Background: an optimization exercise with open tools, aiming at small area, a short achievable clock period and few clock cycles per item. Do not read the settings as production practice.
Only simulation tests tie the RTL to the original design; equivalence was not proved.
Power is estimated from default activity; no workload was simulated.

File: flow/config.mk
export PLATFORM = sky130hd
export DESIGN_NAME = sscore_dec
export DESIGN_NICKNAME = sscore_dec
export VERILOG_FILES = /design/flow/design.v
export SDC_FILE = /design/flow/constraint.sdc
export NUM_CORES = 4
export LEC_CHECK = 0
export CAP_MARGIN = 20
export CORE_MARGIN = 2
export CORE_UTILIZATION = 40
export SETUP_SLACK_MARGIN = 5
export SLEW_MARGIN = 20
File: flow/constraint.sdc
create_clock -name core_clock -period 8.0 [get_ports {clk}]
set_input_delay 1.6000 -clock core_clock [delete_from_list [all_inputs] [get_ports {clk}]]
set_output_delay 1.6000 -clock core_clock [all_outputs]
set_load 0.01 [all_outputs]
File: flow/design.v
module sscore_dec (
    input             clk,
    input             rst,         
    input             start,
    input      [47:0] in_len,
    output            idle,
    output            done,
    output     [2:0]  err,
    input             in_valid,
    output            in_ready,
    input      [20:0] in_cp,
    output            out_valid,
    input             out_ready,
    output      [7:0] out_data
);
    localparam [2:0] E_NONE      = 3'd0,
                     E_HEADER    = 3'd1,    
                     E_RANGE     = 3'd2,    
                     E_LENGTH    = 3'd3,    
                     E_BODY      = 3'd5;    
    reg         idle_r;      
    reg         done_r;      
    reg  [2:0]  err_r;
    localparam LW = 8, UW = 40;
    reg  [5:0]    ph;        
    reg  [LW-1:0] rlo;       
    reg  [UW-1:0] rup;       
    reg           rpend;     
    reg           rbr;       
    reg  [2:0]    hidx;      
    reg  [LW-1:0] hlo;       
    reg  [UW-1:0] hup;       
    reg           hpend;     
    reg           hpass;     
    reg           hbr;       
    reg           uf;        
    reg         oor;         
    reg         mb;          
    reg  [1:0]  pst;         
    reg         rdy;         
    reg         kpat;        
    reg         kff;         
    reg  [10:0] rcnt;        
    reg  [7:0]  q;           
    reg         ovalid;
    reg  [7:0]  obyte;
    reg         zfe;         
    reg         push_d;      
    reg         take_d;      
    assign idle      = idle_r;
    assign done      = done_r;
    assign err       = err_r;
    assign in_ready  = rdy;
    assign out_valid = ovalid;
    assign out_data  = obyte;
    wire        push    = in_valid && rdy;
    wire        oa      = !ovalid || out_ready;      
    wire        take    = ovalid && out_ready;       
    wire [11:0] sym     = in_cp[11:0];
    wire        inrange = (in_cp[20:12] == 9'h00E);    
    wire        body    = push && hidx[2];
    wire        head    = (pst == 2'd0);
    wire        t_lit   = body && head && (sym[11:10] == 2'b00);
    wire        t_zf    = body && head && (sym[11] ^ sym[10]);
    wire        t_pat   = body && head && (sym[11:10] == 2'b11);
    wire        t_a     = body && (pst == 2'd1);
    wire        t_b     = body && (pst == 2'd2);
    wire        bad     = body && (head ? (sym[11:8] == 4'b0001 || sym[11:9] == 3'b001)
                                        : (sym[11:8] != 4'b0000));
    wire        rc_zero = (rcnt == 11'd0);
    wire        rc_odd  = rcnt[0];
    wire        zf_nz   = (sym[9:0] != 10'd0);
    wire        x_emit  = !rdy && oa;
    wire [7:0]  x_byte  = kpat ? q : {8{kff}};
    wire [10:0] dec_out = rcnt - 11'd1;
    wire        dec_z   = (rcnt[10:2] == 9'd0) &&
                          (rcnt[1:0] == ((!kpat && zfe) ? 2'd2 : 2'd1));
    wire        len_one = (sym[9:0] == 10'd1);
    wire        ph0     = (ph == 6'd0);
    wire        phl     = (ph == UW - 1);
    wire [LW-1:0] rlo_t, hlo_t;
    genvar gi;
    generate
        for (gi = 0; gi < LW; gi = gi + 1) begin : g_borrow
            if (gi == 0) begin : g0
                assign rlo_t[gi] = push_d;
                assign hlo_t[gi] = take_d;
            end else begin : gn
                assign rlo_t[gi] = push_d && (rlo[gi-1:0] == {gi{1'b0}});
                assign hlo_t[gi] = take_d && (hlo[gi-1:0] == {gi{1'b0}});
            end
        end
    endgenerate
    wire        rlo_z   = (rlo == {LW{1'b0}});
    wire        hlo_z   = (hlo == {LW{1'b0}});
    wire        rup_z   = (rup == {UW{1'b0}});
    wire        hup_z   = (hup == {UW{1'b0}});
    wire        rbc     = ph0 ? rpend : rbr;       
    wire        hrot    = ph0 ? hpend : hpass;     
    wire        hbc     = ph0 ? hpend : hbr;       
    wire        rem_z   = rup_z && (rlo[LW-1:1] == {(LW-1){1'b0}}) && (rlo[0] == push_d);
    wire        hsh     = push && !hidx[2];
    wire [47:0] hshift  = {hup[35-LW:0], hlo, sym};
    wire        fin     = !idle_r && !done_r && rem_z && rdy && oa;
    wire        e_head  = t_lit || (t_zf && zf_nz);
    wire        e_pat   = (t_a || t_b) && !rc_zero;
    wire        emit    = oa && (x_emit || e_head || e_pat);
    reg         rdy_n;
    always @(*) begin
        rdy_n = rdy;
        if (x_emit && (dec_z || pst == 2'd2)) rdy_n = 1'b1;
        if (t_a && !rc_zero && !oa) rdy_n = 1'b0;
        if (t_lit && !oa) rdy_n = 1'b0;
        if (t_zf && zf_nz) rdy_n = oa && len_one;
        if (t_b && !rc_zero) rdy_n = oa && dec_z;
    end
    always @(posedge clk) begin
        if (rst) begin
            idle_r <= 1'b1;
            done_r <= 1'b0;
            rdy    <= 1'b1;
            ovalid <= 1'b0;
        end else begin
            idle_r <= idle_r ? !start : done_r;
            done_r <= fin;
            rdy    <= rdy_n;
            ovalid <= emit || (ovalid && !out_ready);
        end
    end
    always @(posedge clk) begin
        err_r <= oor                                           ? E_RANGE  :
                 !hidx[2]                                      ? E_HEADER :
                 (mb || !head)                                 ? E_BODY   :
                 (uf || !hup_z || hpend || hpass ||
                  (hlo != {{(LW-2){1'b0}}, take_d && ovalid, take_d ^ ovalid})) ? E_LENGTH :
                                                                 E_NONE;
        if (oa)
            obyte <= !rdy             ? x_byte :
                     (sym[11] ^ sym[10]) ? {8{sym[11]}} :
                                        sym[7:0];
        if ((pst != 2'd2) ? (rdy || oa) : (rdy && push && !oa))
            q <= rdy ? sym[7:0] : obyte;
        if (rdy && head) begin
            kpat <= !(sym[11] ^ sym[10]);
            kff  <= sym[11];
            zfe  <= oa;
        end
        if (!rdy) begin
            if (oa) rcnt <= dec_out;
        end else if (head) begin
            rcnt <= (sym[11:10] == 2'b11) ? {sym[9:0], 1'b0} :
                    (sym[11:10] == 2'b00) ? 11'd1 :
                                            {1'b0, sym[9:0]};
        end else if ((t_a || t_b) && !rc_zero && oa) begin
            rcnt <= dec_out;
        end
        if (idle_r) begin
            pst <= 2'd0;
            mb  <= 1'b0;
            oor <= 1'b0;
        end else begin
            if (push && !inrange) oor <= 1'b1;
            if (bad) mb <= 1'b1;
            if (t_pat) pst <= 2'd1;
            if (t_a) pst <= 2'd2;
            if (t_b) pst <= 2'd0;
        end
        if (idle_r) begin
            hidx  <= 3'd0;
            uf    <= 1'b0;
            hpend <= 1'b0;
            hpass <= 1'b0;
        end else begin
            if (hsh) hidx <= hidx + 3'd1;
            if (take_d && hlo_z && hup_z) uf <= 1'b1;
            hpend <= (hpend && !ph0) || (take_d && hlo_z);
            hpass <= hrot && !phl;
        end
        hlo <= hsh ? hshift[LW-1:0] : (hlo ^ hlo_t);
        if (hsh) hup <= hshift[47:LW];
        else if (hrot) hup <= {hup[0] ^ hbc, hup[UW-1:1]};
        hbr <= hbc && !hup[0];
        ph    <= (idle_r || phl) ? 6'd0 : ph + 6'd1;
        rlo   <= idle_r ? in_len[LW-1:0] : (rlo ^ rlo_t);
        rup   <= idle_r ? in_len[47:LW] : {rup[0] ^ rbc, rup[UW-1:1]};
        rbr   <= rbc && !rup[0];
        rpend <= !idle_r && ((rpend && !ph0) || (push_d && rlo_z));
        push_d <= push && !idle_r;
        take_d <= take;
    end
endmodule
File: flow/flow/run.sh
#!/bin/bash
# Own flow: the standard layout, with the port buffers made from the
# smallest buffer cell and a clock tree of small buffers without dummy loads.
set -o pipefail
export BUFFER_PORTS_ARGS="-buffer_cell sky130_fd_sc_hd__buf_1"
export CTS_ARGS="-sink_clustering_enable -repair_clock_nets -dont_use_dummy_load -buf_list {sky130_fd_sc_hd__clkbuf_4 sky130_fd_sc_hd__clkbuf_8}"
bash standard.sh > standard.log 2>&1
File: flow/standard.sh
#!/bin/bash
# synth_recipe.tcl (not shown) runs the flow's synth.tcl, then flattens the netlist and writes it again
# the make line also repeats each setting of config.mk as NAME=value (left out here)
make -C /OpenROAD-flow-scripts/flow DESIGN_CONFIG=/design/flow/config.mk WORK_HOME=/design/flow/orfs CLKGATE_MAP_FILE= SYNTH_SCRIPT=/design/flow/synth_recipe.tcl "${@:-finish}"
==> summary.txt <==
-- power breakdown --
part | switching [mW] | internal [mW] | total, mW | leakage, nW
sequential | 0.0466 | 0.894 | 0.941 | 1.41
combinational | 0.0827 | 0.0842 | 0.167 | 1.13
clock | 0.241 | 0.187 | 0.428 | 0.122
total | 0.370 | 1.17 | 1.54 | 2.67
-- layer usage --
metal	share of wire	routed length, µm	global-route usage
met5	0	0	0
met4	0.019	269	0.0686
met3	0.051	728	0.0464
met1	0.47	6770	0.221
met2	0.46	6520	0.252
-- cell usage after synthesis, types with 2 or more instances --
cell | count | area [µm²]
nor3b_1 | 6 | 45.0
or3_1 | 3 | 18.8
mux2_2 | 84 | 946
a211oi_1 | 2 | 15.0
nor4_1 | 27 | 169
o21ai_0 | 20 | 100
edfxtp_1 | 70 | 2100
nor2b_1 | 6 | 37.5
a21oi_1 | 25 | 125
o31ai_1 | 2 | 15.0
xor2_1 | 7 | 61.3
nand3_1 | 7 | 35.0
xnor2_1 | 18 | 158
a221oi_1 | 8 | 70.1
a41oi_1 | 2 | 17.5
or2_2 | 2 | 12.5
or3b_2 | 2 | 17.5
nand4_1 | 5 | 31.3
nand2b_1 | 4 | 25.0
a31oi_1 | 9 | 56.3
or4_1 | 3 | 22.5
dfxtp_1 | 84 | 1680
nor4b_2 | 2 | 30.0
a22oi_1 | 8 | 60.1
clkbuf_1 | 23 | 86.3
nor3_1 | 11 | 55.1
o21a_1 | 2 | 15.0
mux2i_1 | 3 | 30.0
nor2_1 | 46 | 173
ha_1 | 12 | 150
nand2_1 | 42 | 158
inv_1 | 16 | 60.1
-- final cells by class --
type | instances | area [µm²] | share of cell area
flip-flops and latches | 154 | 3790 | 0.503
multi-input cells | 383 | 2810 | 0.373
repair buffers | 92 | 360 | 0.0479
well taps | 220 | 275 | 0.0366
clock buffers | 17 | 234 | 0.0311
inverters | 17 | 67.6 | 0.00897
-- logic make-up (layout without fill, tap and decap cells) --
group	count (synthesis)	in the layout
AND/OR/NAND/NOR	174	174
flip-flops	154	154
XOR/XNOR	25	25
multiplexers	87	87
AO/OA/AOI/OAI	85	85
buffers and inverters	42	126
adder cells (fa/ha/maj)	12	12
-- registers in the layout (all words and copies together) (netlist names), 2 cells and up --
name   cells
hup       40
rup       40
rcnt      11
hlo        8
obyte      8
q          8
rlo        8
ph         6
err_r      3
hidx       3
pst        2
-- final timing paths --
kind / start / to / depth (start not counted)
min: oor / err_r[0] / 1
max: in_valid / rcnt[3] / 5
max reg2reg: rcnt[4] / rcnt[3] / 5
min reg2reg: oor / err_r[0] / 1
-- what timing repair did --
item | CTS | global route
setup endpoints to repair | 12 | 1
buffers inserted | 0 | 2
gates resized for setup | 2 | 1
-- per-stage QoR --
stage	power (mW)	utilization
floorplan	1.06	-
global placement	1.12	0.440
detailed placement	1.12	0.440
CTS	1.55	0.454
global route	1.61	0.456
finish	1.54	0.456
==> summary.txt <==
- Synth Area in Compound Gates: 0.0792
- WP data arrival: ~3000 ps
- Clock Tree Buf Depth: 2
- CP peak stage delay: 520 ps
- Row count: 47
- Syn_area_per_cell: 11.6 µm²
- DR iter-0 viols: between 300 and 400
- Hold Fails Final Rpt: 0
- LEAKAGE: about 2.7 nW
- Worst hold path type: reg2reg
- IO Count: 89
- Crit path max fanout: 11
- Die Width: around 130 µm
- Startpoint Class: primary input
- Async SR Flop Fraction: 0
- First-pass GRT wire length: 22.9 mm
- Simple-gate share of the synthesized area: 0.134
- Starting density of the core: 0.407
- Fmax: approximately 0.34 GHz
- Final worst path period need: between 2000 and 3000 ps
- PD cells: a little over 200 nW/µm²
- Required time of the worst setup path: slightly above 8000 ps
- Crit-path leading delay family: compound AO/OA/AOI/OAI gates
- Syn nets: around 670
- Largest family of logic cells by synthesized area: multiplexers
- Synth Flop Type: dfxtp_1
- CTS Hold Bufs: 0
- Post-Layout Inst Area: 7530 µm²
- Placed cells: roughly 860
- Layout area overhead: 12.1%
- Post-DP HPWL: between 10 and 15 mm
- Max-cap violations: 0
- Wirelength per Cell: around 16 µm
- Die height: roughly 130 µm
- Area share of fa/ha/maj cells after synthesis: 0.0224
- DRT Pass-1 Iters: 5
- Setup violations, final: 0
- R2r setup slk: 5560 ps
- Flops & latches, synth: roughly 150
- Worst-Margin Slew: 785 ps
- Syn Std Cell Area: between 6000 and 7000 µm²
- Final Max Slew Viols: 0
- Clk_skew: 30.3 ps
- Post-Synth XOR/XNOR Area: 0.0326
- Reg clk slew, reported paths: roughly 80 ps
- DRT Wirelength: roughly 14 mm
- Num Clock Sinks: between 150 and 200
- Worst-path cell chain: buf_1, nand3_1, nor2_1, a21oi_1, o21ai_2
- Most common cell after layout, fill and taps aside: buf_1
- CTS Buf Count: 17
- Avg Vias per Cell: 5.27
- Mapped Cells: between 500 and 600
- Nets: 751
- Total grt overflow: 0
- Gr usage total: 0.165
- Setup_tns: 0 ps
- Ys Warns: 1
- Worst slack, placed: 4520 ps
- Initial antenna violation count: 0
- Core Area: 16,500 µm²
- # fillers: around 1,600
- Vias in the first global route: 4,562
- Period utilization: 0.363
- CTS HTree Levels: 4
- Pin count of the biggest net entering global routing: 75
- Area post-placement: 7270 µm²
- Slew HR: 0.477
- Max VDD drop: 0.172 mV
- Final Non-Filler Cells: 883
- EDFF count, synth: 70
- ANT cells: 0
- Share of layout cells above drive strength 1: 0.181
- Crit end category: register
- Port Buffers: 88
- Most frequent cells in the layout: 88 x buf_1, 84 x mux2_2, 82 x dfxtp_1, 70 x edfxtp_1, 46 x nor2_1
- Crit-path slowest cell: o21ai_2
- Setup CP Type: in2reg
- Bufs and invs on worst path: 1
- Later-pin clock latency in the skew report: between 400 and 500 ps
- GPL Wtd Cong: around 0.8
- Status: timing/DRC/antenna clean
- Mux share of post-synthesis cell area: 0.145
- Full die area: roughly 18,000 µm²
- CTS tree: done
- RSZ-0062 raised after global routing: false
- Final ANT Viol Nets: 0
- Synth cell types: 50
- Hold_ws: about 460 ps
- Via Count: 4,656
- Register area share after synthesis: 0.563
- Final worst slack: 5090 ps
- DRC: 0
- CTS Root Cell: clkbuf_8
Testbench counts, summed over its fixed seeds: cycles 65,160, bytes 62,998.

what the ideal ports hide:
In the flow no input, the clock included, has a driving cell. The finished layout below was timed again as built, in two steps.
Step 1 sets driving cells, clkbuf_16 on the clock port and buf_2 on the other inputs (assumed; they add their load-dependent delay and slew).
Step 2 also shifts input and output timing later by t, the mid clock arrival at the registers, as if the neighbouring blocks saw the same clock.
a / b / c = no drivers / after step 1 / after step 2; a / b = the first two.
t (ns): 0.472
setup WS [ns]: 5.092 / 5.102 / 4.631
worst setup path at the end: input to register
After both steps setup and hold are still met in this run. For this run, drivers alone change the setup slack by +0.010 ns; drivers and shift together by -0.461 ns.
